This design comes from an exercise in tuning for small area on the open sky130 flow, not from production work. Only simulation tests tie the RTL to the original design; equivalence was not proved. Power figures rest on the tool's default switching activity, not on a simulated workload.

--- config.mk ---
export PLATFORM = sky130hd
export DESIGN_NAME = triple_codec
export DESIGN_NICKNAME = triple_codec
export VERILOG_FILES = /design/flow/design.v
export SDC_FILE = /design/flow/constraint.sdc
export NUM_CORES = 4
export LEC_CHECK = 0
export CAP_MARGIN = 20
export CORE_MARGIN = 2
export CORE_UTILIZATION = 40
export CTS_BUF_LIST = sky130_fd_sc_hd__clkbuf_16
export CTS_CLUSTER_DIAMETER = 60
export CTS_CLUSTER_SIZE = 24
export SLEW_MARGIN = 20
--- constraint.sdc ---
create_clock -name core_clock -period 10.0 [get_ports {clk}]
set_input_delay 2.0000 -clock core_clock [delete_from_list [all_inputs] [get_ports {clk}]]
set_output_delay 2.0000 -clock core_clock [all_outputs]
set_load 0.01 [all_outputs]
--- design.v ---
module triple_tx #(
    parameter CHANNEL_COUNT = 112
) (
    input  wire         clk,
    input  wire         rst,
    input  wire         tx_valid,
    output wire         tx_ready,
    input  wire         tx_fd,
    input  wire [7:0]   tx_channel,
    input  wire [31:0]  tx_id,
    input  wire         tx_ext,
    input  wire         tx_rtr,
    input  wire         tx_brs,
    input  wire         tx_esi,
    input  wire [7:0]   tx_len,
    input  wire [511:0] tx_data,
    output wire         txo_valid,
    input  wire         txo_ready,
    output reg  [7:0]   txo_byte,
    output wire         txo_last,
    output reg          tx_err_valid,
    output wire [1:0]   tx_err_code
);
    localparam [7:0] START  = 8'h0F;
    localparam [7:0] END    = 8'hEF;
    localparam [7:0] ESCAPE = 8'h1F;
    localparam [7:0] TX_CAN = 8'h81;
    localparam [2:0] S_IDLE  = 3'd0;
    localparam [2:0] S_SCAN  = 3'd1;
    localparam [2:0] S_START = 3'd2;
    localparam [2:0] S_LEN   = 3'd3;
    localparam [2:0] S_CMD   = 3'd4;
    localparam [2:0] S_BODY  = 3'd5;
    localparam [2:0] S_END   = 3'd6;
    localparam [1:0] ERR_INVALID_LENGTH = 2'd1;
    localparam [1:0] ERR_CHANNEL_RANGE  = 2'd2;
    function is_special;
        input [7:0] b;
        begin
            is_special = (b == START) || (b == END) || (b == ESCAPE);
        end
    endfunction
    reg  [2:0]   state;
    reg          err_chan;   
    wire         idle = (state == S_IDLE);
    reg          len_ok;
    reg  [3:0]   code;
    always @* begin
        len_ok = 1'b0;
        code   = 4'd0;
        if (tx_len <= 8'd8) begin
            len_ok = 1'b1;
            code   = tx_len[3:0];
        end else if (tx_fd) begin
            case (tx_len)
                8'd12: begin len_ok = 1'b1; code = 4'h9; end
                8'd16: begin len_ok = 1'b1; code = 4'hA; end
                8'd20: begin len_ok = 1'b1; code = 4'hB; end
                8'd24: begin len_ok = 1'b1; code = 4'hC; end
                8'd32: begin len_ok = 1'b1; code = 4'hD; end
                8'd48: begin len_ok = 1'b1; code = 4'hE; end
                8'd64: begin len_ok = 1'b1; code = 4'hF; end
                default: begin len_ok = 1'b0; code = 4'h0; end
            endcase
        end
    end
    wire chan_ok = (tx_channel < CHANNEL_COUNT);
    reg  [8*70-1:0] bb;
    reg  [7:0]      L_q;      
    reg  [6:0]      k;        
    reg             esc_sent;
    always @(posedge clk) begin
        if (idle) begin
            bb[8*0 +: 8]  <= tx_id[31:24];
            bb[8*1 +: 8]  <= tx_id[23:16];
            bb[8*2 +: 8]  <= tx_id[15:8];
            bb[8*3 +: 8]  <= tx_id[7:0];
            bb[8*4 +: 8]  <= {tx_ext, tx_rtr, tx_fd, tx_fd & tx_brs, code};
            bb[8*5 +: 8]  <= {tx_fd & tx_esi, tx_channel[6:0]};
            bb[8*70-1:48] <= tx_data;
        end
    end
    wire [8*72-1:0]  m0 = {bb[8*70-1:8*68], bb};
    wire [8*18-1:0]  m1;
    wire [8*5-1:0]   m2;
    wire [8*2-1:0]   m3;
    genvar g;
    generate
        for (g = 0; g < 18; g = g + 1) begin : g_m1
            assign m1[8*g +: 8] = m0[32*g + 8*k[1:0] +: 8];
        end
        for (g = 0; g < 4; g = g + 1) begin : g_m2
            assign m2[8*g +: 8] = m1[32*g + 8*k[3:2] +: 8];
        end
        assign m2[8*4 +: 8] = k[2] ? m1[8*17 +: 8] : m1[8*16 +: 8];
    endgenerate
    assign m3[7:0]  = m2[8*k[5:4] +: 8];
    assign m3[15:8] = m2[8*4 +: 8];
    wire [7:0] cur_b = k[6] ? m3[15:8] : m3[7:0];
    wire [3:0] cap_code = bb[8*4 +: 4];
    wire       cap_fd   = bb[8*4 + 5];
    reg  [6:0] last_k;
    always @* begin
        last_k = 7'd5 + {3'd0, cap_code};
        if (cap_fd)
            case (cap_code)
                4'h9: last_k = 7'd5 + 7'd12;
                4'hA: last_k = 7'd5 + 7'd16;
                4'hB: last_k = 7'd5 + 7'd20;
                4'hC: last_k = 7'd5 + 7'd24;
                4'hD: last_k = 7'd5 + 7'd32;
                4'hE: last_k = 7'd5 + 7'd48;
                4'hF: last_k = 7'd5 + 7'd64;
                default: ;
            endcase
    end
    wire       k_last  = (k == last_k);
    reg  [7:0] cur;
    always @* begin
        case (state)
            S_START: cur = START;
            S_LEN:   cur = L_q;
            S_CMD:   cur = TX_CAN;
            S_END:   cur = END;
            default: cur = cur_b;
        endcase
    end
    wire cur_special = is_special(cur);
    wire stuffable   = (state == S_LEN) || (state == S_BODY);
    wire need_esc    = stuffable && cur_special && !esc_sent;
    assign tx_err_code = err_chan ? ERR_CHANNEL_RANGE : ERR_INVALID_LENGTH;
    assign tx_ready  = idle;
    assign txo_valid = (state != S_IDLE) && (state != S_SCAN);
    assign txo_last  = (state == S_END);
    always @* txo_byte = need_esc ? ESCAPE : cur;
    always @(posedge clk) begin
        if (rst) begin
            state        <= S_IDLE;
            tx_err_valid <= 1'b0;
        end else begin
            tx_err_valid <= 1'b0;
            case (state)
                S_IDLE: begin
                    k        <= 7'd0;
                    esc_sent <= 1'b0;
                    L_q      <= 8'd4;
                    if (tx_valid) begin
                        if (!len_ok) begin
                            tx_err_valid <= 1'b1;
                            err_chan     <= 1'b0;
                        end else if (!chan_ok) begin
                            tx_err_valid <= 1'b1;
                            err_chan     <= 1'b1;
                        end else begin
                            state <= S_SCAN;
                        end
                    end
                end
                S_SCAN: begin
                    L_q <= L_q + {6'd0, cur_special, !cur_special};
                    if (k_last) begin
                        k     <= 7'd0;
                        state <= S_START;
                    end else begin
                        k <= k + 7'd1;
                    end
                end
                default: begin
                    if (txo_ready) begin
                        if (need_esc) begin
                            esc_sent <= 1'b1;
                        end else begin
                            esc_sent <= 1'b0;
                            case (state)
                                S_START: state <= S_LEN;
                                S_LEN:   state <= S_CMD;
                                S_CMD:   state <= S_BODY;
                                S_BODY: begin
                                    if (k_last) state <= S_END;
                                    k <= k + 7'd1;
                                end
                                default: state <= S_IDLE;
                            endcase
                        end
                    end
                end
            endcase
        end
    end
endmodule
module triple_rx #(
    parameter MTU = 100
) (
    input  wire         clk,
    input  wire         rst,
    input  wire         rx_in_valid,
    input  wire [7:0]   rx_in_byte,
    output reg          rx_valid,
    output reg  [2:0]   rx_kind,
    output reg  [7:0]   rx_info,
    output wire [7:0]   rx_raw_len,
    output wire [7:0]   rx_ulen,
    output wire [6:0]   rx_channel,
    output wire [31:0]  rx_id,
    output wire         rx_ext,
    output wire         rx_rtr,
    output wire         rx_brs,
    output wire         rx_esi,
    output reg  [6:0]   rx_len,
    output wire [511:0] rx_data,
    output reg          rx_overflow
);
    localparam [7:0] END    = 8'hEF;
    localparam [7:0] ESCAPE = 8'h1F;
    localparam [2:0] K_CLASSIC   = 3'd0;
    localparam [2:0] K_FD        = 3'd1;
    localparam [2:0] K_STATUS    = 3'd2;
    localparam [2:0] K_FWVERSION = 3'd3;
    localparam [2:0] K_TRUNCATED = 3'd4;
    localparam [2:0] K_UNRECCMD  = 3'd5;
    localparam [2:0] K_INVLEN    = 3'd6;
    localparam LO = 2;     
    localparam HI = 72;    
    reg  [6:0]   count;      
    reg  [6:0]   ulen;       
    reg          fresh;      
    reg          err;        
    reg          prev_esc;   
    reg          uesc;       
    reg  [8*(HI+1)-1:8*LO] ubuf;
    wire [7:0] b        = rx_in_byte;
    wire       b_esc    = (b == ESCAPE);
    wire       boundary = (b == END) && !prev_esc;
    wire [6:0] count_c  = fresh ? 7'd0 : count;
    wire [6:0] ulen_c   = fresh ? 7'd0 : ulen;
    wire       full     = (count_c == MTU);
    wire       store    = !err && !full;
    wire       uwrite   = store && (uesc || !b_esc);
    integer i;
    always @(posedge clk) begin
        if (rx_in_valid && uwrite)
            for (i = LO; i <= HI; i = i + 1)
                if (ulen_c == i)
                    ubuf[8*i +: 8] <= b;
    end
    always @(posedge clk) begin
        if (rst) begin
            fresh       <= 1'b1;
            err         <= 1'b0;
            prev_esc    <= 1'b0;
            uesc        <= 1'b0;
            rx_valid    <= 1'b0;
            rx_overflow <= 1'b0;
        end else begin
            rx_valid    <= 1'b0;
            rx_overflow <= 1'b0;
            if (rx_in_valid) begin
                count <= count_c + {6'd0, store};
                ulen  <= ulen_c + {6'd0, uwrite};
                fresh <= 1'b0;
                if (store)
                    uesc <= uesc ? 1'b0 : b_esc;
                else if (!err) begin
                    err         <= 1'b1;
                    rx_overflow <= 1'b1;
                end
                if (boundary) begin
                    rx_valid <= store;
                    err      <= 1'b0;
                    fresh    <= 1'b1;
                    uesc     <= 1'b0;
                    prev_esc <= 1'b0;
                end else begin
                    prev_esc <= b_esc;
                end
            end
        end
    end
    wire [7:0] cmd  = ubuf[8*2 +: 8];
    wire [7:0] flag = ubuf[8*7 +: 8];
    wire [7:0] chan = ubuf[8*8 +: 8];
    reg  [6:0] length;
    always @* begin
        length = {3'd0, flag[3:0]};
        if (flag[5]) begin
            case (flag[3:0])
                4'h9: length = 7'd12;
                4'hA: length = 7'd16;
                4'hB: length = 7'd20;
                4'hC: length = 7'd24;
                4'hD: length = 7'd32;
                4'hE: length = 7'd48;
                4'hF: length = 7'd64;
                default: length = {3'd0, flag[3:0]};
            endcase
        end
        rx_len = length;
        if (ulen < 7'd3) begin
            rx_kind = K_TRUNCATED;
            rx_info = {1'b0, ulen};
        end else if (cmd == 8'h8A) begin
            rx_kind = K_STATUS;
            rx_info = 8'd0;
        end else if (cmd == 8'h90) begin
            rx_kind = K_FWVERSION;
            rx_info = 8'd0;
        end else if (cmd != 8'h81) begin
            rx_kind = K_UNRECCMD;
            rx_info = cmd;
        end else if (ulen < 7'd9) begin
            rx_kind = K_TRUNCATED;
            rx_info = {1'b0, ulen};
        end else if (!flag[5] && (flag[3:0] > 4'd8)) begin
            rx_kind = K_INVLEN;
            rx_info = {4'd0, flag[3:0]};
        end else if (ulen < 7'd9 + length) begin
            rx_kind = K_TRUNCATED;
            rx_info = {1'b0, ulen};
        end else begin
            rx_kind = flag[5] ? K_FD : K_CLASSIC;
            rx_info = 8'd0;
        end
    end
    assign rx_raw_len = {1'b0, count};
    assign rx_ulen    = {1'b0, ulen};
    assign rx_channel = chan[6:0];
    assign rx_esi     = chan[7];
    assign rx_ext     = flag[7];
    assign rx_rtr     = flag[6];
    assign rx_brs     = flag[4];
    assign rx_id      = {ubuf[8*3 +: 8], ubuf[8*4 +: 8], ubuf[8*5 +: 8], ubuf[8*6 +: 8]};
    genvar g;
    generate
        for (g = 0; g < 64; g = g + 1) begin : g_data
            assign rx_data[8*g +: 8] = ubuf[8*(9 + g) +: 8];
        end
    endgenerate
endmodule
module triple_codec (
    input  wire         clk,
    input  wire         rst,
    input  wire         tx_valid,
    output wire         tx_ready,
    input  wire         tx_fd,
    input  wire [7:0]   tx_channel,
    input  wire [31:0]  tx_id,
    input  wire         tx_ext,
    input  wire         tx_rtr,
    input  wire         tx_brs,
    input  wire         tx_esi,
    input  wire [7:0]   tx_len,
    input  wire [511:0] tx_data,
    output wire         txo_valid,
    input  wire         txo_ready,
    output wire [7:0]   txo_byte,
    output wire         txo_last,
    output wire         tx_err_valid,
    output wire [1:0]   tx_err_code,
    input  wire         rx_in_valid,
    input  wire [7:0]   rx_in_byte,
    output wire         rx_valid,
    output wire [2:0]   rx_kind,
    output wire [7:0]   rx_info,
    output wire [7:0]   rx_raw_len,
    output wire [7:0]   rx_ulen,
    output wire [6:0]   rx_channel,
    output wire [31:0]  rx_id,
    output wire         rx_ext,
    output wire         rx_rtr,
    output wire         rx_brs,
    output wire         rx_esi,
    output wire [6:0]   rx_len,
    output wire [511:0] rx_data,
    output wire         rx_overflow
);
    triple_tx #(.CHANNEL_COUNT(112)) u_tx (
        .clk          (clk),
        .rst          (rst),
        .tx_valid     (tx_valid),
        .tx_ready     (tx_ready),
        .tx_fd        (tx_fd),
        .tx_channel   (tx_channel),
        .tx_id        (tx_id),
        .tx_ext       (tx_ext),
        .tx_rtr       (tx_rtr),
        .tx_brs       (tx_brs),
        .tx_esi       (tx_esi),
        .tx_len       (tx_len),
        .tx_data      (tx_data),
        .txo_valid    (txo_valid),
        .txo_ready    (txo_ready),
        .txo_byte     (txo_byte),
        .txo_last     (txo_last),
        .tx_err_valid (tx_err_valid),
        .tx_err_code  (tx_err_code)
    );
    triple_rx #(.MTU(100)) u_rx (
        .clk         (clk),
        .rst         (rst),
        .rx_in_valid (rx_in_valid),
        .rx_in_byte  (rx_in_byte),
        .rx_valid    (rx_valid),
        .rx_kind     (rx_kind),
        .rx_info     (rx_info),
        .rx_raw_len  (rx_raw_len),
        .rx_ulen     (rx_ulen),
        .rx_channel  (rx_channel),
        .rx_id       (rx_id),
        .rx_ext      (rx_ext),
        .rx_rtr      (rx_rtr),
        .rx_brs      (rx_brs),
        .rx_esi      (rx_esi),
        .rx_len      (rx_len),
        .rx_data     (rx_data),
        .rx_overflow (rx_overflow)
    );
endmodule
--- flow/run.sh ---
#!/bin/bash
# Standard ORFS layout, with the port buffers made of the smallest buffer
# cell (sky130_fd_sc_hd__buf_1) instead of the cell buffer_ports picks
# by default. Everything else is the standard flow's own flow (standard.sh).
set -euo pipefail
export BUFFER_PORTS_ARGS="-buffer_cell sky130_fd_sc_hd__buf_1"
bash standard.sh > standard.log 2>&1
--- standard.sh ---
#!/bin/bash
# synth_recipe.tcl (not shown) runs the flow's synth.tcl, then flattens the netlist and writes it again
# the make line also repeats each setting of config.mk as NAME=value (left out here)
make -C /OpenROAD-flow-scripts/flow DESIGN_CONFIG=/design/flow/config.mk WORK_HOME=/design/flow/orfs CLKGATE_MAP_FILE= SYNTH_SCRIPT=/design/flow/synth_recipe.tcl "${@:-finish}"
==> results of run 1 <==
[worst max path at each step]
stage | slack [ns] | cells past startpoint | startpoint | end
2_1_floorplan | -0.60 | 4 | u_tx.state[2]$_SDFFE_PP0P_ | tx_ready
3_3_place_gp | 3.62 | 11 | u_tx.k[1]$_DFFE_PP_ | txo_byte[7]
3_5_place_dp | 3.57 | 11 | u_tx.k[1]$_DFFE_PP_ | txo_byte[7]
4_1_cts | 2.82 | 11 | u_tx.k[1]$_DFFE_PP_ | txo_byte[7]
5_1_grt | 2.76 | 11 | u_tx.k[1]$_DFFE_PP_ | txo_byte[7]
6_report | 2.92 | 11 | u_tx.k[1]$_DFFE_PP_ | txo_byte[7]
[stage by stage]
step                instances  setup TNS (ns)
floorplan                2113           -1.05
global placement         4630               0
detailed placement       4630               0
CTS                      4790               0
global route             4816               0
finish                   4818               0
[cells in the final DEF (no fill, tap or decap), drive strengths merged, types with 5 or more instances in the layout]
cell type  netlist  layout
nand3           26      26
mux4           102     102
a31oi            8       8
xor2            14      14
a21oi           44      44
xnor2           18      18
inv             29      62
nand2           65      65
nand2b           9       9
nand4           10      10
a211oi           9       9
buf             37    1201
o21ai           34      34
o211ai           6       6
ha              19      19
mux2            18      18
mux2i           93      93
diode            0      28
nor4             7       7
nand3b           7       7
or2              7       7
nor3            16      16
and2            14      14
o22ai            5       5
a311oi           9       9
clkinv           2      35
nor2b           18      18
clkbuf          44      93
dfxtp           10      10
edfxtp        1159    1159
and3             8       8
or3              6       6
a221oi           6       6
nor2           153     153
a22oi           34      34
[Yosys cell counts, drive strengths merged, types with 5 or more instances]
| library cell | n |
|---|---|
| and2 | 14 |
| xnor2 | 18 |
| or2 | 7 |
| o211ai | 6 |
| a211oi | 9 |
| buf | 37 |
| dfxtp | 10 |
| a21oi | 44 |
| nand3 | 26 |
| a221oi | 6 |
| mux2i | 93 |
| nand3b | 7 |
| nor4 | 7 |
| and3 | 8 |
| nor2 | 153 |
| or3 | 6 |
| nor3 | 16 |
| o22ai | 5 |
| a22oi | 34 |
| a31oi | 8 |
| inv | 29 |
| nand2 | 65 |
| nand2b | 9 |
| a311oi | 9 |
| mux4 | 102 |
| ha | 19 |
| clkbuf | 44 |
| mux2 | 18 |
| nor2b | 18 |
| o21ai | 34 |
| nand4 | 10 |
| xor2 | 14 |
| edfxtp | 1159 |
[power by group through the flow]
stage | registers (mW) | clock network (mW) | logic (mW)
3_3_place_gp | 6.73 | 0 | 1.84
3_5_place_dp | 6.72 | 0 | 1.85
6_report | 6.62 | 3.75 | 1.84
2_1_floorplan | 6.77 | 0 | 1.19
5_1_grt | 6.67 | 3.98 | 1.95
4_1_cts | 6.62 | 3.80 | 1.86
[cells by family after synthesis]
family,share of synthesized area [%]
xor+xnor,0.656
simple gates,4.10
mux,8.10
flops,81.9
fa+ha+maj,0.603
other cells,0.00877
buf+inv,1.45
compound gates,3.20
[layout make-up]
class	count	area, um^2	area share, %
antenna	28	70.1	0.135
clock buffer	87	2180	4.19
clock inverter	73	916	1.76
inverter	31	121	0.234
multi-input combinational	832	7160	13.8
sequential	1169	35000	67.5
tap	1391	1740	3.35
timing repair buffer	1207	4710	9.07
[tightest hold or removal path, stage by stage, from the launching register on]
cell,delay (ns)
dfxtp_1,0.33
a32oi_1,0.06
nor2_1,0.07
[per-layer routing]
metal | share of wire [%] | track usage [%] | up-vias | wire, um
met4 | 4.8 | 13.2 | 18 | 6780
met2 | 55 | 45.5 | 1285 | 77800
li1 | - | - | 10935 | -
met5 | 0.083 | 0 | - | 118
met1 | 34 | 27.6 | 12859 | 48700
met3 | 6.4 | 4.70 | 253 | 9070
[flip-flops by register name, summed over array words and instances (netlist names), 3 cells and up]
| signal | count |
|---|---|
| u_tx.state | 3 |
| u_rx.count | 7 |
| u_tx.k | 7 |
| u_tx.L_q | 8 |
| u_rx.ulen | 7 |
| u_rx.ubuf | 568 |
| u_tx.bb | 560 |
==> results.py, run 1 <==
metrics = {
    "place": {
        "globalplace.congestion": 0.911,
        "dp_hpwl_um": 108000,
        "io_buffers": 1180,
        "placed_area_mm2": 0.0487,
        "post-place-ws_ns": 3.57,
    },
    "global_route": {
        "grt_max_degree": 174,
        "grt_pass1_wl_um": 189000,
        "track_usage_pct": 25.0,
        "overflow": 0,
        "antenna_found_initial": 42,
        "grt_pass1_vias": 24651,
    },
    "worst_hold_path": {
        "whs_endpoint": "u_rx.uesc$_SDFFE_PP0P_",
        "hold_start": "u_rx.uesc$_SDFFE_PP0P_",
        "worstHoldPathCells": 2,
        "hold_path.class": "register to register",
    },
    "yosys": {
        "synth.area.top_cells": "edfxtp_1 81%, mux4_2 5.0%, mux2i_1 2.2%",
        "avgSynthCellArea_um2": 20.2,
        "synth.distinct_cells": 80,
        "yosys.area.top_type": "edfxtp_1",
        "synth_ff_type": "edfxtp_1",
        "synth-seq-area-share_pct": 81.9,
        "async_reset_ff_share_pct": 0,
        "synth_area_mm2": 0.0428,
        "synth_top_area_share_pct": 81.4,
        "ys_seq_elements": 1169,
        "synth_edf_count": 1159,
        "synthCells": 2112,
        "synth_warnings": 2,
    },
    "critical_path": {
        "r2r_start": "u_tx.k[1]$_DFFE_PP_",
        "max_stage_delay_ns": 0.91,
        "critPathLaunchType": "register",
        "crit_chain": "buf_12 -> and2_1 -> a21oi_1 -> a221oi_1 -> a311oi_1 -> a311oi_1 -> nor4_2 -> o211ai_2 -> nor2_2 -> nor2_1 -> buf_1",
        "cp.required_ns": 8.00,
        "critPathKind": "register to primary output",
        "cp-end-kind": "primary output",
        "r2r_end": "u_tx.L_q[4]$_SDFFCE_PN0P_",
        "crit_path_top_delay_cell": "and2_1",
        "reg2reg_setup_slack_ns": 5.04,
        "cp_top_family": "simple AND/OR/NAND/NOR gates",
        "cp_data_arrival_time_ns": 5.08,
        "r2r_cells": 13,
        "critPathBufInv": 2,
        "crit_top_cell": "a311oi_1",
        "cp_max_fo": 99,
    },
    "floorplan": {
        "io_pins": 1183,
        "dieArea_mm2": 0.110,
        "placementRows": 119,
        "core_mm2": 0.106,
        "die_h_um": 331,
        "start_util_pct": 40.4,
        "die_width_um": 331,
    },
    "clock_network": {
        "clkSinkCount": 1169,
        "cts_resized": 0,
        "cts_root_buffer": "clkbuf_16",
        "h-tree-depth": 3,
        "insertion_delay_ns": 0.70,
        "post_cts_buffers": 0,
        "cts_buffers": 86,
        "ctsHoldBuffers": 0,
        "cts_tree": "built",
        "cts_buffer_depth": 3,
        "path_clk_slew_ns": 0.07,
    },
    "route": {
        "final_antenna_net_count": 0,
        "drc": 0,
        "drt_iter0_drc": 2256,
        "drtPass1Iterations": 5,
        "wl_per_cell_um": 29.6,
        "vias": 25350,
        "vias_per_cell": 5.26,
        "detail_route.wirelength_um": 142000,
    },
    "final_layout": {
        "fin_nets": 3925,
        "fill_cells": 8964,
        "drive_above_1_share_pct": 9.50,
        "final_util_pct": 49.1,
        "finalInstanceArea_mm2": 0.0519,
        "area_delta_synth_final_pct": 21.4,
    },
    "sta": {
        "period_needed_ns": 7.08,
        "post-route-period-util_pct": 70.8,
        "tightestPinTransition_ns": 1.10,
        "hold_viol": 0,
        "setup_viol": 0,
        "timing.hold.ws_ns": 0.487,
        "final.setup.worst_slack_ns": 2.92,
        "fmax_ghz": 0.141,
        "relSlewSlack_pct": 26.7,
        "skew_ns": 0.0361,
        "drv_slew": 0,
        "rsz0062_at_grt": "false",
    },
    "power": {
        "comb_power_share_pct": 15.1,
        "p_sw_mw": 3.44,
        "power_mw": 12.2,
        "p_seq_share_pct": 54.2,
        "power_density_mw_per_mm2": 235,
        "p_leak_nw": 16.9,
        "internal_power_mw": 8.77,
        "ir_worst_vdd_uv": 280,
        "sw_frac_of_total_pct": 28.2,
        "clockPowerShare_pct": 30.7,
    },
    "run_status": {
        "outcome": "finished clean",
    },
    "job": {
        "cap_violations": 0,
    },
}
==> run 2, diff against run 1 <==
--- a/config.mk
+++ b/config.mk
@@ -7,8 +7,8 @@
 export LEC_CHECK = 0
 export CAP_MARGIN = 20
 export CORE_MARGIN = 2
-export CORE_UTILIZATION = 40
+export CORE_UTILIZATION = 65
 export CTS_BUF_LIST = sky130_fd_sc_hd__clkbuf_16
-export CTS_CLUSTER_DIAMETER = 60
-export CTS_CLUSTER_SIZE = 24
+export CTS_CLUSTER_DIAMETER = 80
+export CTS_CLUSTER_SIZE = 30
 export SLEW_MARGIN = 20
==> results.py, run 2 <==
metrics = {
    "run_status": {
        "outcome": "aborted with a tool error",
        "lastStage": "3_2_place_iop",
        "tool.error": "[ERROR PPL-0024] Number of IO pins (1183) exceeds maximum number of available positions (938). Increase the die perimeter from 1041.84um to 1608.88um.",
    },
    "yosys": {
        "synthCells": 2112,
        "synth_edf_count": 1159,
        "async_reset_ff_share_pct": 0,
        "synth_top_area_share_pct": 81.4,
        "synthTopCellsByCount": "1159 x edfxtp_1, 151 x nor2_1, 94 x mux4_2, 93 x mux2i_1, 65 x nand2_1",
        "synth_ff_type": "edfxtp_1",
        "avgSynthCellArea_um2": 20.2,
        "yosys.cell_count.top_type": "edfxtp_1",
        "synth-seq-area-share_pct": 81.9,
        "synth.distinct_cells": 80,
        "ys_seq_elements": 1169,
        "synth_area_mm2": 0.0428,
        "synth_warnings": 2,
        "yosys.area.top_type": "edfxtp_1",
        "synth.area.top_cells": "edfxtp_1 81%, mux4_2 5.0%, mux2i_1 2.2%",
    },
    "floorplan": {
        "start_util_pct": 65.4,
        "die_width_um": 260,
        "placementRows": 94,
        "die_h_um": 260,
    },
}
==> run 2: logic make-up after synthesis <==
family / share of synthesized area (%)
AND/OR/NAND/NOR: 4.10
multiplexers: 8.10
flip-flops: 81.9
AO/OA/AOI/OAI: 3.20
XOR/XNOR: 0.656
adder cells (fa/ha/maj): 0.603
buffers and inverters: 1.45
other: 0.00877
==> run 3, diff against run 2 <==
--- a/config.mk
+++ b/config.mk
@@ -7,7 +7,7 @@
 export LEC_CHECK = 0
 export CAP_MARGIN = 20
 export CORE_MARGIN = 2
-export CORE_UTILIZATION = 65
+export CORE_UTILIZATION = 40
 export CTS_BUF_LIST = sky130_fd_sc_hd__clkbuf_16
 export CTS_CLUSTER_DIAMETER = 80
 export CTS_CLUSTER_SIZE = 30
==> results.py, run 3 <==
metrics = {
    "sta": {
        "final.setup.worst_slack_ns": 2.87,
        "post-route-period-util_pct": 71.3,
        "setup_viol": 0,
        "period_needed_ns": 7.13,
        "relSlewSlack_pct": 29.5,
        "tns_ns": 0,
        "rsz0062_at_grt": "false",
        "hold_viol": 0,
        "tightestPinTransition_ns": 1.06,
        "skew_ns": 0.0324,
        "drv_slew": 0,
        "fmax_ghz": 0.140,
    },
    "floorplan": {
        "start_util_pct": 40.4,
        "die_h_um": 331,
        "dieArea_mm2": 0.110,
        "io_pins": 1183,
        "die_width_um": 331,
        "core_mm2": 0.106,
        "placementRows": 119,
    },
    "critical_path": {
        "cp.required_ns": 8.00,
        "critPathLaunchType": "register",
        "cp_data_arrival_time_ns": 5.13,
        "reg2reg_setup_slack_ns": 4.98,
        "cp_max_fo": 99,
        "r2r_start": "u_tx.k[1]$_DFFE_PP_",
        "r2r_cells": 13,
        "critPathKind": "register to primary output",
        "cp-end-kind": "primary output",
        "r2r_end": "u_tx.L_q[4]$_SDFFCE_PN0P_",
    },
    "route": {
        "drt_iter0_drc": 2449,
        "vias": 24960,
        "final_antenna_net_count": 0,
        "wl_per_cell_um": 29.9,
        "vias_per_cell": 5.28,
        "drtPass1Iterations": 5,
        "detail_route.wirelength_um": 141000,
        "drc": 0,
    },
    "final_layout": {
        "top_register": "u_rx.ubuf",
        "largest_reg_flops": 568,
        "final_util_pct": 47.6,
        "drive_above_1_share_pct": 7.21,
        "final_common_cell": "buf_1",
        "area_delta_synth_final_pct": 17.8,
        "reg_top3": "u_rx.ubuf: 568 flops, u_tx.bb: 560 flops, u_tx.L_q: 8 flops",
        "final_cell_mix": "1172 x buf_1, 1159 x edfxtp_1, 149 x nor2_1, 94 x mux4_2, 93 x mux2i_1",
        "fin_nets": 3889,
    },
    "yosys": {
        "synth_warnings": 2,
        "yosys.cell_count.top_type": "edfxtp_1",
        "synth_ff_type": "edfxtp_1",
        "synth_top_area_share_pct": 81.4,
        "synth.area.top_cells": "edfxtp_1 81%, mux4_2 5.0%, mux2i_1 2.2%",
        "avgSynthCellArea_um2": 20.2,
        "async_reset_ff_share_pct": 0,
        "synth.distinct_cells": 80,
        "synth-seq-area-share_pct": 81.9,
        "ys_seq_elements": 1169,
        "synth_edf_count": 1159,
        "synthCells": 2112,
        "synthTopCellsByCount": "1159 x edfxtp_1, 151 x nor2_1, 94 x mux4_2, 93 x mux2i_1, 65 x nand2_1",
        "yosys.area.top_type": "edfxtp_1",
        "synth_area_mm2": 0.0428,
    },
    "clock_network": {
        "h-tree-depth": 2,
        "cts_resized": 0,
        "cts_root_buffer": "clkbuf_16",
        "clkSinkCount": 1169,
        "ctsHoldBuffers": 0,
        "cts_buffer_depth": 3,
        "insertion_delay_ns": 0.69,
        "cts_tree": "built",
        "cts_buffers": 50,
        "post_cts_buffers": 0,
        "path_clk_slew_ns": 0.10,
    },
    "place": {
        "io_buffers": 1180,
        "post-place-ws_ns": 3.57,
        "globalplace.congestion": 0.911,
        "dp_hpwl_um": 108000,
    },
    "global_route": {
        "overflow": 0,
        "grt_max_degree": 174,
        "grt_pass1_wl_um": 188000,
        "grt_pass1_vias": 24130,
        "track_usage_pct": 24.7,
        "antenna_found_initial": 34,
    },
    "job": {
        "cap_violations": 0,
    },
    "worst_hold_path": {
        "worstHoldPathCells": 2,
        "hold_start": "u_rx.uesc$_SDFFE_PP0P_",
        "hold_path.class": "register to register",
        "whs_endpoint": "u_rx.uesc$_SDFFE_PP0P_",
    },
    "power": {
        "power_density_mw_per_mm2": 219,
        "ir_worst_vdd_uv": 268,
        "p_leak_nw": 16.2,
    },
    "run_status": {
        "outcome": "finished clean",
    },
}
==> run 3: cell families (layout without fill, tap and decap cells) <==
family / count (synthesis) / after routing / synth area share, %
flip-flops: 1169 / 1169 / 81.9
adder cells (fa/ha/maj): 20 / 20 / 0.603
AO/OA/AOI/OAI: 200 / 200 / 3.20
AND/OR/NAND/NOR: 365 / 365 / 4.10
buffers and inverters: 112 / 1312 / 1.45
multiplexers: 213 / 213 / 8.10
other: 1 / 25 / 0.00877
XOR/XNOR: 32 / 32 / 0.656
==> run 3: final cells by class <==
class                   count  area [um^2]
well taps                1391         1740
diodes                     23         57.6
clock inverters            24          325
clock buffers              50         1250
multi-input cells         832         7160
fillers                  9094        55300
inverters                  31          121
repair buffers           1207         4710
flip-flops and latches   1169        35000
==> run 3: critical path, stage by stage, from the launching register on <==
cell and delay (ns):
edfxtp_1 0.58, buf_12 0.49, and2_1 0.92, a21oi_1 0.14, a221oi_1 0.51, a311oi_1 0.11, a311oi_1 0.52, nor4_2 0.10
o211ai_2 0.30, nor2_2 0.11, nor2_1 0.46, buf_1 0.21
==> run 3: layer usage <==
layer	wire length, um	vias up	part of all wire (%)	track usage (%)
met3	9130	233	6.5	4.25
met2	76900	1215	54	45.5
met4	7080	16	5.0	11.9
met5	103	-	0.073	0
met1	48200	12729	34	27.6
li1	-	10767	-	-
==> run 3: stage by stage <==
| stage | power [mW] | hold WS (ns) | cell area [um^2] | cells |
|---|---|---|---|---|
| after floorplan | 7.96 | 0.454 | 42800 | 2113 |
| after global placement | 8.56 | 0.470 | 48700 | 4630 |
| after detailed placement | 8.57 | 0.474 | 48700 | 4630 |
| after CTS | 11.1 | 0.499 | 50300 | 4704 |
| after global routing | 11.4 | 0.557 | 50400 | 4725 |
| final | 11.0 | 0.492 | 50400 | 4727 |
==> run 3: report_power, final <==
group          switching [mW]  total (mW)  internal [mW]
Combinational            1.19        1.84          0.641
Clock                    1.54        2.55           1.01
Sequential              0.302        6.62           6.32
Total                    3.04        11.0           7.97
==> run 3: worst max-delay path by stage <==
stage / startpoint / to / slack, ns / depth (start not counted)
global placement: u_tx.k[1]$_DFFE_PP_ / txo_byte[7] / 3.62 / 11
global route: u_tx.k[1]$_DFFE_PP_ / txo_byte[7] / 2.72 / 11
floorplan: u_tx.state[2]$_SDFFE_PP0P_ / tx_ready / -0.60 / 4
detailed placement: u_tx.k[1]$_DFFE_PP_ / txo_byte[7] / 3.57 / 11
finish: u_tx.k[1]$_DFFE_PP_ / txo_byte[7] / 2.87 / 11
CTS: u_tx.k[1]$_DFFE_PP_ / txo_byte[7] / 2.80 / 11
==> run 4, diff against run 3 <==
--- a/config.mk
+++ b/config.mk
@@ -5,10 +5,10 @@
 export SDC_FILE = /design/flow/constraint.sdc
 export NUM_CORES = 4
 export LEC_CHECK = 0
-export CAP_MARGIN = 20
+export CAP_MARGIN = 0
 export CORE_MARGIN = 2
 export CORE_UTILIZATION = 40
 export CTS_BUF_LIST = sky130_fd_sc_hd__clkbuf_16
 export CTS_CLUSTER_DIAMETER = 80
 export CTS_CLUSTER_SIZE = 30
-export SLEW_MARGIN = 20
+export SLEW_MARGIN = 0
==> results.py, run 4 <==
metrics = {
    "sta": {
        "fmax_ghz": 0.140,
        "drv_slew": 0,
        "tightestPinTransition_ns": 1.12,
        "rsz0062_at_grt": "false",
        "relSlewSlack_pct": 25.1,
        "hold_viol": 0,
        "skew_ns": 0.0305,
        "tns_ns": 0,
        "setup_viol": 0,
        "post-route-period-util_pct": 71.4,
        "final.setup.worst_slack_ns": 2.86,
        "period_needed_ns": 7.14,
    },
    "power": {
        "sw_frac_of_total_pct": 27.6,
        "clockPowerShare_pct": 23.2,
        "p_leak_nw": 16.2,
        "internal_power_mw": 7.97,
        "power_mw": 11.0,
        "ir_worst_vdd_uv": 269,
        "power_density_mw_per_mm2": 219,
        "comb_power_share_pct": 16.7,
        "p_seq_share_pct": 60.2,
        "p_sw_mw": 3.03,
    },
    "route": {
        "drc": 0,
        "drt_iter0_drc": 2483,
        "final_antenna_net_count": 0,
        "wl_per_cell_um": 29.9,
        "vias_per_cell": 5.27,
        "routed-wl-met3_um": 8840,
        "vias": 24928,
        "drtPass1Iterations": 5,
        "wl_met1_um": 48400,
        "dr_wl_met2_um": 76800,
        "detail_route.wirelength_um": 141000,
        "routed.top_layer": "met5",
    },
    "yosys": {
        "synth_edf_count": 1159,
        "synth.area.top_cells": "edfxtp_1 81%, mux4_2 5.0%, mux2i_1 2.2%",
        "synth-seq-area-share_pct": 81.9,
        "synthCells": 2112,
        "synth_top_area_share_pct": 81.4,
        "yosys.area.top_type": "edfxtp_1",
        "synth_warnings": 2,
        "synth.distinct_cells": 80,
        "ys_seq_elements": 1169,
        "yosys.cell_count.top_type": "edfxtp_1",
        "synth_area_mm2": 0.0428,
        "avgSynthCellArea_um2": 20.2,
        "async_reset_ff_share_pct": 0,
        "synth_ff_type": "edfxtp_1",
        "synthTopCellsByCount": "1159 x edfxtp_1, 151 x nor2_1, 94 x mux4_2, 93 x mux2i_1, 65 x nand2_1",
    },
    "final_layout": {
        "fin_nets": 3889,
        "drive_above_1_share_pct": 7.21,
        "final_cell_mix": "1172 x buf_1, 1159 x edfxtp_1, 149 x nor2_1, 94 x mux4_2, 93 x mux2i_1",
        "fill_cells": 9096,
        "final_common_cell": "buf_1",
        "top_register": "u_rx.ubuf",
        "area_delta_synth_final_pct": 17.8,
        "reg_top3": "u_rx.ubuf: 568 flops, u_tx.bb: 560 flops, u_tx.L_q: 8 flops",
        "largest_reg_flops": 568,
    },
    "clock_network": {
        "h-tree-depth": 2,
        "cts_tree": "built",
        "post_cts_buffers": 0,
        "cts_root_buffer": "clkbuf_16",
        "ctsHoldBuffers": 0,
        "cts_buffers": 50,
        "clkSinkCount": 1169,
        "insertion_delay_ns": 0.69,
        "path_clk_slew_ns": 0.10,
        "cts_resized": 0,
        "cts_buffer_depth": 3,
    },
    "floorplan": {
        "core_mm2": 0.106,
        "placementRows": 119,
        "die_width_um": 331,
        "die_h_um": 331,
        "dieArea_mm2": 0.110,
        "io_pins": 1183,
        "start_util_pct": 40.4,
    },
    "critical_path": {
        "critPathKind": "register to primary output",
        "cp-end-kind": "primary output",
        "cp_max_fo": 99,
        "cp.required_ns": 8.00,
        "critPathLaunchType": "register",
        "cp_data_arrival_time_ns": 5.14,
    },
    "global_route": {
        "overflow": 0,
        "antenna_found_initial": 34,
        "grt_max_degree": 174,
        "grt_pass1_vias": 24130,
        "grt_pass1_wl_um": 188000,
        "track_usage_pct": 24.7,
    },
    "worst_hold_path": {
        "hold_path.class": "register to register",
    },
    "place": {
        "post-place-ws_ns": 3.57,
        "dp_hpwl_um": 108000,
        "globalplace.congestion": 0.911,
        "io_buffers": 1180,
    },
    "job": {
        "cap_violations": 0,
    },
    "run_status": {
        "outcome": "finished clean",
    },
}
==> run 4: changes by cell type in the layout (fill, tap and decap cells not counted) <==
cell / delta
buf_4: +1
buf_6: -1
==> run 4: critical path, cell delays in order, from the launching register on <==
cell	delay, ns
edfxtp_1	0.58
buf_12	0.49
and2_1	0.93
a21oi_1	0.14
a221oi_1	0.51
a311oi_1	0.10
a311oi_1	0.54
nor4_2	0.10
o211ai_2	0.30
nor2_2	0.11
nor2_1	0.46
buf_1	0.21
==> run 4: final timing paths <==
kind / start / to / slack [ns] / cells after the start
worst max-delay path: u_tx.k[1]$_DFFE_PP_ / txo_byte[7] / 2.86 / 11
worst min-delay path: u_rx.uesc$_SDFFE_PP0P_ / u_rx.uesc$_SDFFE_PP0P_ / 0.49 / 2
worst max register to register: u_tx.k[1]$_DFFE_PP_ / u_tx.L_q[4]$_SDFFCE_PN0P_ / 4.96 / 13
worst min register to register: u_rx.uesc$_SDFFE_PP0P_ / u_rx.uesc$_SDFFE_PP0P_ / 0.49 / 2
==> run 4: final cells by class <==
class / instances / area, um^2 / share of cell area, %
Clock buffer: 50 / 1250 / 2.48
Inverter: 31 / 121 / 0.241
Multi-Input combinational cell: 832 / 7160 / 14.2
Antenna cell: 23 / 57.6 / 0.114
Sequential cell: 1169 / 35000 / 69.5
Clock inverter: 24 / 325 / 0.646
Tap cell: 1391 / 1740 / 3.46
Timing Repair Buffer: 1207 / 4700 / 9.34
==> run 4: metrics by stage <==
| stage | utilization, % | hold WS (ns) | cell area, um^2 | std cells |
|---|---|---|---|---|
| detailed placement | 46.1 | 0.474 | 48700 | 4630 |
| CTS | 47.6 | 0.499 | 50300 | 4704 |
| floorplan | - | 0.454 | 42800 | 2113 |
| global placement | 46.1 | 0.470 | 48700 | 4630 |
| global route | 47.6 | 0.557 | 50400 | 4725 |
| finish | 47.6 | 0.492 | 50400 | 4727 |
==> run 4: kinds of logic (layout without fill, tap and decap cells) <==
family | after synthesis | count (layout) | synth area share [%]
simple gates | 365 | 365 | 4.10
fa+ha+maj | 20 | 20 | 0.603
compound gates | 200 | 200 | 3.20
flops | 1169 | 1169 | 81.9
mux | 213 | 213 | 8.10
buf+inv | 112 | 1312 | 1.45
other cells | 1 | 25 | 0.00877
xor+xnor | 32 | 32 | 0.656
==> run 4: power by group through the flow <==
stage / combinational [mW] / clock (mW) / sequential, mW
2_1_floorplan: 1.19 / 0 / 6.77
3_5_place_dp: 1.85 / 0 / 6.72
6_report: 1.83 / 2.55 / 6.62
4_1_cts: 1.86 / 2.60 / 6.61
3_3_place_gp: 1.84 / 0 / 6.73
5_1_grt: 1.95 / 2.75 / 6.67
==> run 4: per-layer routing <==
layer,track usage (%),vias to the layer above
met5,0,-
met4,11.9,16
met3,4.25,245
met2,45.5,1182
met1,27.6,12716
li1,-,10769
==> run 5, diff against run 4 <==
==> flow/run.sh (replaced) <==
#!/bin/bash
# Standard ORFS layout, with the port buffers made of the smallest buffer
# cell (sky130_fd_sc_hd__buf_1) instead of the cell buffer_ports picks
# by default, and clock tree synthesis with larger sink clusters and
# buffers inserted along long trunk wires.
set -euo pipefail
export BUFFER_PORTS_ARGS="-buffer_cell sky130_fd_sc_hd__buf_1"
export CTS_ARGS="-sink_clustering_enable -repair_clock_nets -sink_clustering_size 30 -sink_clustering_max_diameter 80 -buf_list sky130_fd_sc_hd__clkbuf_16 -distance_between_buffers 60"
bash standard.sh > standard.log 2>&1
--- a/config.mk
+++ b/config.mk
@@ -5,10 +5,10 @@
 export SDC_FILE = /design/flow/constraint.sdc
 export NUM_CORES = 4
 export LEC_CHECK = 0
-export CAP_MARGIN = 0
+export CAP_MARGIN = 20
 export CORE_MARGIN = 2
 export CORE_UTILIZATION = 40
 export CTS_BUF_LIST = sky130_fd_sc_hd__clkbuf_16
 export CTS_CLUSTER_DIAMETER = 80
 export CTS_CLUSTER_SIZE = 30
-export SLEW_MARGIN = 0
+export SLEW_MARGIN = 20
==> results.py, run 5 <==
metrics = {
    "final_layout": {
        "fin_nets": 3891,
        "final_cell_mix": "1172 x buf_1, 1159 x edfxtp_1, 149 x nor2_1, 94 x mux4_2, 93 x mux2i_1",
        "reg_top3": "u_rx.ubuf: 568 flops, u_tx.bb: 560 flops, u_tx.L_q: 8 flops",
        "largest_reg_flops": 568,
        "top_register": "u_rx.ubuf",
        "area_delta_synth_final_pct": 17.9,
        "stdcell_count": 4732,
        "fill_cells": 9084,
        "drive_above_1_share_pct": 7.21,
        "final_common_cell": "buf_1",
        "finalInstanceArea_mm2": 0.0504,
    },
    "sta": {
        "rsz0062_at_grt": "false",
        "post-route-period-util_pct": 71.6,
        "tightestPinTransition_ns": 1.06,
        "final.setup.worst_slack_ns": 2.84,
        "tns_ns": 0,
        "relSlewSlack_pct": 29.1,
        "period_needed_ns": 7.16,
        "fmax_ghz": 0.140,
        "skew_ns": 0.0300,
        "drv_slew": 0,
        "timing.hold.ws_ns": 0.492,
        "hold_viol": 0,
        "setup_viol": 0,
    },
    "power": {
        "p_leak_nw": 16.2,
        "ir_worst_vdd_uv": 269,
        "power_density_mw_per_mm2": 219,
    },
    "clock_network": {
        "clkSinkCount": 1169,
        "h-tree-depth": 2,
        "cts_root_buffer": "clkbuf_16",
        "cts_buffer_depth": 4,
        "post_cts_buffers": 0,
        "path_clk_slew_ns": 0.10,
        "cts_buffers": 52,
        "insertion_delay_ns": 0.75,
        "cts_resized": 0,
        "cts_tree": "built",
        "ctsHoldBuffers": 0,
    },
    "yosys": {
        "yosys.area.top_type": "edfxtp_1",
        "synth-seq-area-share_pct": 81.9,
        "synth.distinct_cells": 80,
        "ys_seq_elements": 1169,
        "async_reset_ff_share_pct": 0,
        "synth_warnings": 2,
        "synth_edf_count": 1159,
        "yosys.cell_count.top_type": "edfxtp_1",
        "avgSynthCellArea_um2": 20.2,
        "synth_ff_type": "edfxtp_1",
        "synth_top_area_share_pct": 81.4,
        "synth.area.top_cells": "edfxtp_1 81%, mux4_2 5.0%, mux2i_1 2.2%",
        "synthTopCellsByCount": "1159 x edfxtp_1, 151 x nor2_1, 94 x mux4_2, 93 x mux2i_1, 65 x nand2_1",
        "synth_area_mm2": 0.0428,
        "synthCells": 2112,
    },
    "floorplan": {
        "placementRows": 119,
        "die_h_um": 331,
        "die_width_um": 331,
        "core_mm2": 0.106,
        "io_pins": 1183,
        "start_util_pct": 40.4,
        "dieArea_mm2": 0.110,
    },
    "critical_path": {
        "critPathBufInv": 2,
        "cp.required_ns": 8.00,
        "max_stage_delay_ns": 0.91,
        "cp_max_fo": 99,
        "critPathKind": "register to primary output",
        "crit_chain": "buf_12 -> and2_1 -> a21oi_1 -> a221oi_1 -> a311oi_1 -> a311oi_1 -> nor4_2 -> o211ai_2 -> nor2_2 -> nor2_1 -> buf_1",
        "crit_path_top_delay_cell": "and2_1",
        "reg2reg_setup_slack_ns": 5.01,
        "r2r_start": "u_tx.k[1]$_DFFE_PP_",
        "critPathLaunchType": "register",
        "r2r_cells": 13,
        "cp_data_arrival_time_ns": 5.16,
        "cp-end-kind": "primary output",
        "crit_top_cell": "a311oi_1",
        "r2r_end": "u_tx.L_q[4]$_SDFFCE_PN0P_",
        "cp_top_family": "simple AND/OR/NAND/NOR gates",
    },
    "place": {
        "dp_hpwl_um": 108000,
        "globalplace.congestion": 0.911,
        "placed_area_mm2": 0.0487,
        "dpl.cell_count": 4630,
        "io_buffers": 1180,
        "post-place-ws_ns": 3.57,
    },
    "route": {
        "drc": 0,
        "vias_per_cell": 5.29,
        "final_antenna_net_count": 0,
        "vias": 25040,
        "drtPass1Iterations": 5,
        "wl_per_cell_um": 29.8,
        "drt_iter0_drc": 2424,
        "detail_route.wirelength_um": 141000,
    },
    "worst_hold_path": {
        "whs_endpoint": "u_rx.uesc$_SDFFE_PP0P_",
        "worstHoldPathCells": 2,
        "hold_path.class": "register to register",
        "hold_start": "u_rx.uesc$_SDFFE_PP0P_",
    },
    "global_route": {
        "grt_pass1_vias": 24138,
        "overflow": 0,
        "track_usage_pct": 24.6,
        "grt_pass1_wl_um": 188000,
        "grt_max_degree": 174,
        "antenna_found_initial": 35,
    },
    "run_status": {
        "outcome": "finished clean",
    },
    "job": {
        "cap_violations": 0,
    },
}
==> run 5: cell types whose count changed in the layout (fill, tap and decap cells not counted) <==
cell / delta
buf_6: +1
diode_2: +5
clkbuf_16: +2
buf_4: -1
inv_6: -2
==> run 5: cell type report <==
class | count | area [um^2] | share of cell area [%]
clock buffers | 52 | 1300 | 2.58
flip-flops and latches | 1169 | 35000 | 69.4
clock inverters | 22 | 308 | 0.611
repair buffers | 1207 | 4710 | 9.34
well taps | 1391 | 1740 | 3.45
diodes | 28 | 70.1 | 0.139
inverters | 31 | 121 | 0.241
multi-input cells | 832 | 7160 | 14.2
==> run 5: cells by family after synthesis <==
group | share of synthesized area, %
flip-flops | 81.9
AND/OR/NAND/NOR | 4.10
multiplexers | 8.10
AO/OA/AOI/OAI | 3.20
buffers and inverters | 1.45
XOR/XNOR | 0.656
adder cells (fa/ha/maj) | 0.603
other | 0.00877
==> run 5: metal layers <==
metal | track usage, % | wire (um) | up-vias | share of wire (%)
li1 | - | - | 10779 | -
met1 | 27.5 | 48500 | 12782 | 34
met2 | 45.5 | 76600 | 1225 | 54
met3 | 4.15 | 8900 | 242 | 6.3
met4 | 11.0 | 7120 | 12 | 5.0
met5 | 0 | 80 | - | 0.057
==> run 5: tightest hold or removal path, cell delays in order, from the launching register on <==
cell and delay, ns:
dfxtp_1 0.34, a32oi_1 0.06, nor2_1 0.07
==> run 5: through the flow <==
stage,util (%),total power [mW]
2_1_floorplan,-,7.96
3_3_place_gp,46.1,8.56
3_5_place_dp,46.1,8.57
4_1_cts,47.6,11.1
5_1_grt,47.7,11.4
6_report,47.7,11.0
==> run 5: report_power, final <==
part	switching (mW)	total (mW)	internal, mW
registers	0.303	6.62	6.32
clock network	1.53	2.57	1.04
logic	1.20	1.84	0.641
total	3.03	11.0	8.00
==> run 5: worst max-delay path by stage <==
stage / depth (start not counted) / slack, ns / endpoint / from
4_1_cts: 11 / 2.77 / txo_byte[7] / u_tx.k[1]$_DFFE_PP_
3_3_place_gp: 11 / 3.62 / txo_byte[7] / u_tx.k[1]$_DFFE_PP_
3_5_place_dp: 11 / 3.57 / txo_byte[7] / u_tx.k[1]$_DFFE_PP_
2_1_floorplan: 4 / -0.60 / tx_ready / u_tx.state[2]$_SDFFE_PP0P_
5_1_grt: 11 / 2.66 / txo_byte[7] / u_tx.k[1]$_DFFE_PP_
6_report: 11 / 2.84 / txo_byte[7] / u_tx.k[1]$_DFFE_PP_
==> run 6, diff against run 5 <==
--- a/design.v
+++ b/design.v
@@ -67,7 +67,8 @@
     wire chan_ok = (tx_channel < CHANNEL_COUNT);
     reg  [8*70-1:0] bb;
     reg  [7:0]      L_q;      
-    reg  [6:0]      k;        
+    reg  [7:0]      k_lo;     
+    reg  [3:0]      k_hi;     
     reg             esc_sent;
     always @(posedge clk) begin
         if (idle) begin
@@ -80,23 +81,18 @@
             bb[8*70-1:48] <= tx_data;
         end
     end
-    wire [8*72-1:0]  m0 = {bb[8*70-1:8*68], bb};
-    wire [8*18-1:0]  m1;
-    wire [8*5-1:0]   m2;
-    wire [8*2-1:0]   m3;
-    genvar g;
-    generate
-        for (g = 0; g < 18; g = g + 1) begin : g_m1
-            assign m1[8*g +: 8] = m0[32*g + 8*k[1:0] +: 8];
-        end
-        for (g = 0; g < 4; g = g + 1) begin : g_m2
-            assign m2[8*g +: 8] = m1[32*g + 8*k[3:2] +: 8];
-        end
-        assign m2[8*4 +: 8] = k[2] ? m1[8*17 +: 8] : m1[8*16 +: 8];
-    endgenerate
-    assign m3[7:0]  = m2[8*k[5:4] +: 8];
-    assign m3[15:8] = m2[8*4 +: 8];
-    wire [7:0] cur_b = k[6] ? m3[15:8] : m3[7:0];
+    reg  [8*9-1:0] grp;
+    integer gi, bi;
+    always @* begin
+        grp = {8*9{1'b0}};
+        for (gi = 0; gi < 9; gi = gi + 1)
+            for (bi = 0; bi < 8; bi = bi + 1)
+                if (8*gi + bi < 70)
+                    grp[8*gi +: 8] = grp[8*gi +: 8]
+                                   | ({8{k_lo[bi]}} & bb[8*(8*gi + bi) +: 8]);
+    end
+    wire [8*16-1:0] grp_x = {{8*7{1'b0}}, grp};
+    wire [7:0]      cur_b = grp_x[8*k_hi +: 8];
     wire [3:0] cap_code = bb[8*4 +: 4];
     wire       cap_fd   = bb[8*4 + 5];
     reg  [6:0] last_k;
@@ -114,7 +110,7 @@
                 default: ;
             endcase
     end
-    wire       k_last  = (k == last_k);
+    wire       k_last  = (k_hi == last_k[6:3]) && k_lo[last_k[2:0]];
     reg  [7:0] cur;
     always @* begin
         case (state)
@@ -141,7 +137,8 @@
             tx_err_valid <= 1'b0;
             case (state)
                 S_IDLE: begin
-                    k        <= 7'd0;
+                    k_lo     <= 8'd1;
+                    k_hi     <= 4'd0;
                     esc_sent <= 1'b0;
                     L_q      <= 8'd4;
                     if (tx_valid) begin
@@ -159,10 +156,12 @@
                 S_SCAN: begin
                     L_q <= L_q + {6'd0, cur_special, !cur_special};
                     if (k_last) begin
-                        k     <= 7'd0;
+                        k_lo  <= 8'd1;
+                        k_hi  <= 4'd0;
                         state <= S_START;
                     end else begin
-                        k <= k + 7'd1;
+                        k_lo <= {k_lo[6:0], k_lo[7]};
+                        k_hi <= k_hi + {3'd0, k_lo[7]};
                     end
                 end
                 default: begin
@@ -177,7 +176,8 @@
                                 S_CMD:   state <= S_BODY;
                                 S_BODY: begin
                                     if (k_last) state <= S_END;
-                                    k <= k + 7'd1;
+                                    k_lo <= {k_lo[6:0], k_lo[7]};
+                                    k_hi <= k_hi + {3'd0, k_lo[7]};
                                 end
                                 default: state <= S_IDLE;
                             endcase
==> flow/run.sh (replaced) <==
#!/bin/bash
# Standard ORFS layout, with the port buffers made of the smallest buffer
# cell (sky130_fd_sc_hd__buf_1) instead of the cell buffer_ports picks
# by default. Everything else is the standard flow's own flow (standard.sh).
set -euo pipefail
export BUFFER_PORTS_ARGS="-buffer_cell sky130_fd_sc_hd__buf_1"
bash standard.sh > standard.log 2>&1
--- a/config.mk
+++ b/config.mk
@@ -6,8 +6,9 @@
 export NUM_CORES = 4
 export LEC_CHECK = 0
 export CAP_MARGIN = 20
+export CORE_ASPECT_RATIO = 0.4
 export CORE_MARGIN = 2
-export CORE_UTILIZATION = 40
+export CORE_UTILIZATION = 45
 export CTS_BUF_LIST = sky130_fd_sc_hd__clkbuf_16
 export CTS_CLUSTER_DIAMETER = 80
 export CTS_CLUSTER_SIZE = 30
==> results.py, run 6 <==
metrics = {
    "run_status": {
        "outcome": "finished clean",
    },
    "clock_network": {
        "cts_root_buffer": "clkbuf_16",
        "clkSinkCount": 1174,
        "cts_buffers": 46,
        "insertion_delay_ns": 0.65,
        "path_clk_slew_ns": 0.11,
        "cts_resized": 0,
        "cts_tree": "built",
        "ctsHoldBuffers": 0,
        "h-tree-depth": 2,
        "cts_buffer_depth": 3,
        "post_cts_buffers": 0,
    },
    "worst_hold_path": {
        "hold_start": "u_rx.uesc$_SDFFE_PP0P_",
        "worstHoldPathCells": 2,
        "whs_endpoint": "u_rx.uesc$_SDFFE_PP0P_",
        "hold_path.class": "register to register",
    },
    "yosys": {
        "async_reset_ff_share_pct": 0,
        "yosys.cell_count.top_type": "edfxtp_1",
        "ys_seq_elements": 1174,
        "synthTopCellsByCount": "1164 x edfxtp_1, 139 x a22oi_1, 131 x nor2_1, 67 x nand2_1, 51 x buf_2",
        "synth_edf_count": 1164,
        "synth_top_area_share_pct": 84.1,
        "synth_ff_type": "edfxtp_1",
        "synth.distinct_cells": 81,
        "synth-seq-area-share_pct": 84.5,
        "yosys.area.top_type": "edfxtp_1",
        "synthCells": 2176,
        "synth_warnings": 2,
        "synth_area_mm2": 0.0416,
        "synth.area.top_cells": "edfxtp_1 84%, a22oi_1 2.5%, nor2_1 1.2%",
        "avgSynthCellArea_um2": 19.1,
    },
    "power": {
        "power_density_mw_per_mm2": 212,
        "power_mw": 10.3,
        "p_leak_nw": 15.8,
        "ir_worst_vdd_uv": 137,
    },
    "place": {
        "dp_hpwl_um": 95400,
        "placed_area_mm2": 0.0474,
        "io_buffers": 1180,
        "globalplace.congestion": 0.893,
    },
    "critical_path": {
        "cp-end-kind": "primary output",
        "crit_top_cell": "buf_4",
        "cp.required_ns": 8.00,
        "cp_top_family": "compound AO/OA/AOI/OAI gates",
        "cp_data_arrival_time_ns": 4.83,
        "r2r_cells": 14,
        "reg2reg_setup_slack_ns": 5.06,
        "cp_max_fo": 46,
        "critPathLaunchType": "register",
        "crit_chain": "buf_4 -> buf_4 -> a22oi_1 -> a41oi_1 -> a311oi_1 -> o31a_1 -> nor4b_1 -> o2111a_2 -> and2_1 -> nand2b_1 -> buf_1",
        "max_stage_delay_ns": 0.62,
        "r2r_end": "u_tx.L_q[4]$_SDFFCE_PN0P_",
        "critPathBufInv": 3,
        "critPathKind": "register to primary output",
        "crit_path_top_delay_cell": "edfxtp_1",
        "r2r_start": "u_tx.k_lo[0]$_DFFE_PP_",
    },
    "route": {
        "vias": 26032,
        "drtPass1Iterations": 8,
        "drt_iter0_drc": 3280,
        "detail_route.wirelength_um": 134000,
        "wl_per_cell_um": 29.2,
        "final_antenna_net_count": 0,
        "vias_per_cell": 5.65,
        "drc": 0,
    },
    "sta": {
        "tightestPinTransition_ns": 1.09,
        "hold_viol": 0,
        "rsz0062_at_grt": "false",
        "timing.hold.ws_ns": 0.478,
        "skew_ns": 0.0251,
        "drv_slew": 0,
        "setup_viol": 0,
        "post-route-period-util_pct": 68.3,
        "relSlewSlack_pct": 27.6,
        "fmax_ghz": 0.146,
        "period_needed_ns": 6.83,
    },
    "final_layout": {
        "area_delta_synth_final_pct": 17.4,
        "final_cell_mix": "1172 x buf_1, 1164 x edfxtp_1, 139 x a22oi_1, 131 x nor2_1, 67 x nand2_1",
        "drive_above_1_share_pct": 3.57,
        "reg_top3": "u_rx.ubuf: 568 flops, u_tx.bb: 560 flops",
        "fin_nets": 3943,
        "largest_reg_flops": 568,
        "finalInstanceArea_mm2": 0.0488,
        "final_common_cell": "buf_1",
        "top_register": "u_rx.ubuf",
        "final_util_pct": 53.4,
    },
    "floorplan": {
        "die_width_um": 485,
        "io_pins": 1183,
        "start_util_pct": 45.5,
        "placementRows": 70,
        "core_mm2": 0.0914,
        "die_h_um": 196,
        "dieArea_mm2": 0.0951,
    },
    "global_route": {
        "grt_pass1_vias": 24472,
        "track_usage_pct": 27.0,
        "grt_pass1_wl_um": 183000,
        "grt_max_degree": 195,
        "antenna_found_initial": 24,
        "overflow": 0,
    },
    "job": {
        "cap_violations": 0,
    },
}
-- run 6: cell count changes in the layout (fill, tap and decap cells not counted), sizes merged, moves of 14 or more --
cell | before | now
a221oi | 6 | 44
a22oi | 34 | 139
a222oi | 0 | 32
nand4 | 10 | 33
mux2i | 93 | 7
mux4 | 102 | 0
buf | 1201 | 1215
a22o | 1 | 42
nand3 | 26 | 46
mux2 | 18 | 3
nor2 | 153 | 131
-- run 6: tightest hold or removal path, cell delays in order, from the launching register on --
cell and delay, ns:
dfxtp_1 0.33, nand2_1 0.06, a21oi_1 0.05
-- run 6: area by class of cell --
class / count / area, um^2
clock buffers: 47 / 1180
inverters: 20 / 75.1
flip-flops and latches: 1174 / 35200
clock inverters: 20 / 151
multi-input cells: 878 / 5880
well taps: 1224 / 1530
repair buffers: 1223 / 4800
diodes: 20 / 50.0
fillers: 7539 / 42600
-- run 6: power breakdown --
group          total, mW  switching (mW)  internal, mW
registers           6.64           0.349          6.29
logic               1.30           0.864         0.439
clock network       2.39            1.49         0.902
total               10.3            2.70          7.63
-- run 6: logic make-up (layout without fill, tap and decap cells) --
logic type                 Yosys count  after routing  synth area share [%]
adders and majority gates           22             22                 0.680
and+or+nand+nor                    396            396                  4.71
other                                1             22               0.00902
AOI/OAI and AO/OA                  422            422                  7.89
xor gates and xnor gates            26             26                 0.548
muxes                               10             10                 0.268
buffers and inverters              125           1310                  1.35
DFF                               1174           1174                  84.5
-- run 6: routing by layer --
layer / vias to the layer above / GRT usage [%] / share of wire (%)
met5: - / 0 / 0.026
met4: 4 / 6.27 / 2.1
met3: 155 / 4.87 / 7.3
met2: 1289 / 47.1 / 52
met1: 13461 / 35.6 / 38
li1: 11123 / - / -
-- run 6: worst max-delay path by stage --
stage,to,cells past startpoint,from,slack (ns)
4_1_cts,txo_byte[4],12,u_tx.k_lo[0]$_DFFE_PP_,3.17
5_1_grt,txo_byte[4],11,u_tx.k_lo[0]$_DFFE_PP_,2.98
2_1_floorplan,tx_ready,2,u_tx.state[0]$_SDFFE_PP0P_,-5.27
6_report,txo_byte[4],11,u_tx.k_lo[0]$_DFFE_PP_,3.17
3_3_place_gp,txo_byte[4],12,u_tx.k_lo[0]$_DFFE_PP_,4.01
3_5_place_dp,txo_byte[4],12,u_tx.k_lo[0]$_DFFE_PP_,3.90
-- run 6: per-stage QoR --
step                      TNS (ns)  setup WS [ns]  instances
after global placement           0           4.01       4518
after floorplan           -2390.49          -5.27       2177
after CTS                        0           3.17       4585
final                            0           3.17       4606
after detailed placement         0           3.90       4518
after global routing             0           2.98       4606
==> run 7, diff against run 6 <==
--- a/config.mk
+++ b/config.mk
@@ -6,9 +6,8 @@
 export NUM_CORES = 4
 export LEC_CHECK = 0
 export CAP_MARGIN = 20
-export CORE_ASPECT_RATIO = 0.4
 export CORE_MARGIN = 2
-export CORE_UTILIZATION = 45
+export CORE_UTILIZATION = 40
 export CTS_BUF_LIST = sky130_fd_sc_hd__clkbuf_16
 export CTS_CLUSTER_DIAMETER = 80
 export CTS_CLUSTER_SIZE = 30
==> results.py, run 7 <==
metrics = {
    "yosys": {
        "synthTopCellsByCount": "1164 x edfxtp_1, 139 x a22oi_1, 131 x nor2_1, 67 x nand2_1, 51 x buf_2",
        "synth_top_area_share_pct": 84.1,
        "synth_ff_type": "edfxtp_1",
        "yosys.area.top_type": "edfxtp_1",
        "synth_edf_count": 1164,
        "ys_seq_elements": 1174,
        "synth_adder_area_share_pct": 0.680,
        "synth_compound_area_share_pct": 7.89,
        "synth.area.top_cells": "edfxtp_1 84%, a22oi_1 2.5%, nor2_1 1.2%",
        "synthCells": 2176,
        "synth_xor_area_share_pct": 0.548,
        "avgSynthCellArea_um2": 19.1,
        "synth.distinct_cells": 81,
        "synth_area_mm2": 0.0416,
        "yosys.cell_count.top_type": "edfxtp_1",
        "async_reset_ff_share_pct": 0,
        "synthMuxAreaShare_pct": 0.268,
        "synth-seq-area-share_pct": 84.5,
        "synth-simple-area-share_pct": 4.71,
        "synth_warnings": 2,
        "synth_top_family_by_area": "compound AO/OA/AOI/OAI gates",
    },
    "run_status": {
        "tool.error": "[ERROR PPL-0024] Number of IO pins (1183) exceeds maximum number of available positions (1178). Increase the die perimeter from 1305.74um to 1608.88um.",
        "lastStage": "3_2_place_iop",
        "outcome": "aborted with a tool error",
    },
    "floorplan": {
        "die_h_um": 326,
        "start_util_pct": 40.2,
        "placementRows": 118,
        "die_width_um": 326,
    },
}
run 7: cell counts after synthesis:
Identical to the previous run, type by type.
run 7: logic make-up after synthesis:
logic type | count (synthesis)
XOR/XNOR | 26
AND/OR/NAND/NOR | 396
other | 1
adder cells (fa/ha/maj) | 22
buffers and inverters | 125
flip-flops | 1174
multiplexers | 10
AO/OA/AOI/OAI | 422

[what the ideal ports hide]
The results above use ideal ports. As a check the final layouts listed here were re-extracted and re-timed, cells and wires unchanged. Step 1, drivers: a clkbuf_16 drives clk and a buf_2 each remaining input, both assumed. Step 2 adds t to the input delays and takes it off the output delays; t is the mean of the earliest and latest rising clock arrival at the registers after step 1. Input paths then give back, and output paths get back, about the clock's delay inside the block. Three values: ideal, step 1, step 2; two values: the first two.
run	t (ns)	setup WS [ns]	pins driven straight from the clock port
run 1	0.753	2.921 / 2.851 / 3.604	1
run 3	0.740	2.874 / 2.807 / 3.547	1
run 4	0.739	2.855 / 2.788 / 3.527	1
run 5	0.799	2.839 / 2.769 / 3.568	1
run 6	0.726	3.168 / 3.086 / 3.811	1
After both steps setup and hold are still met in every run listed.
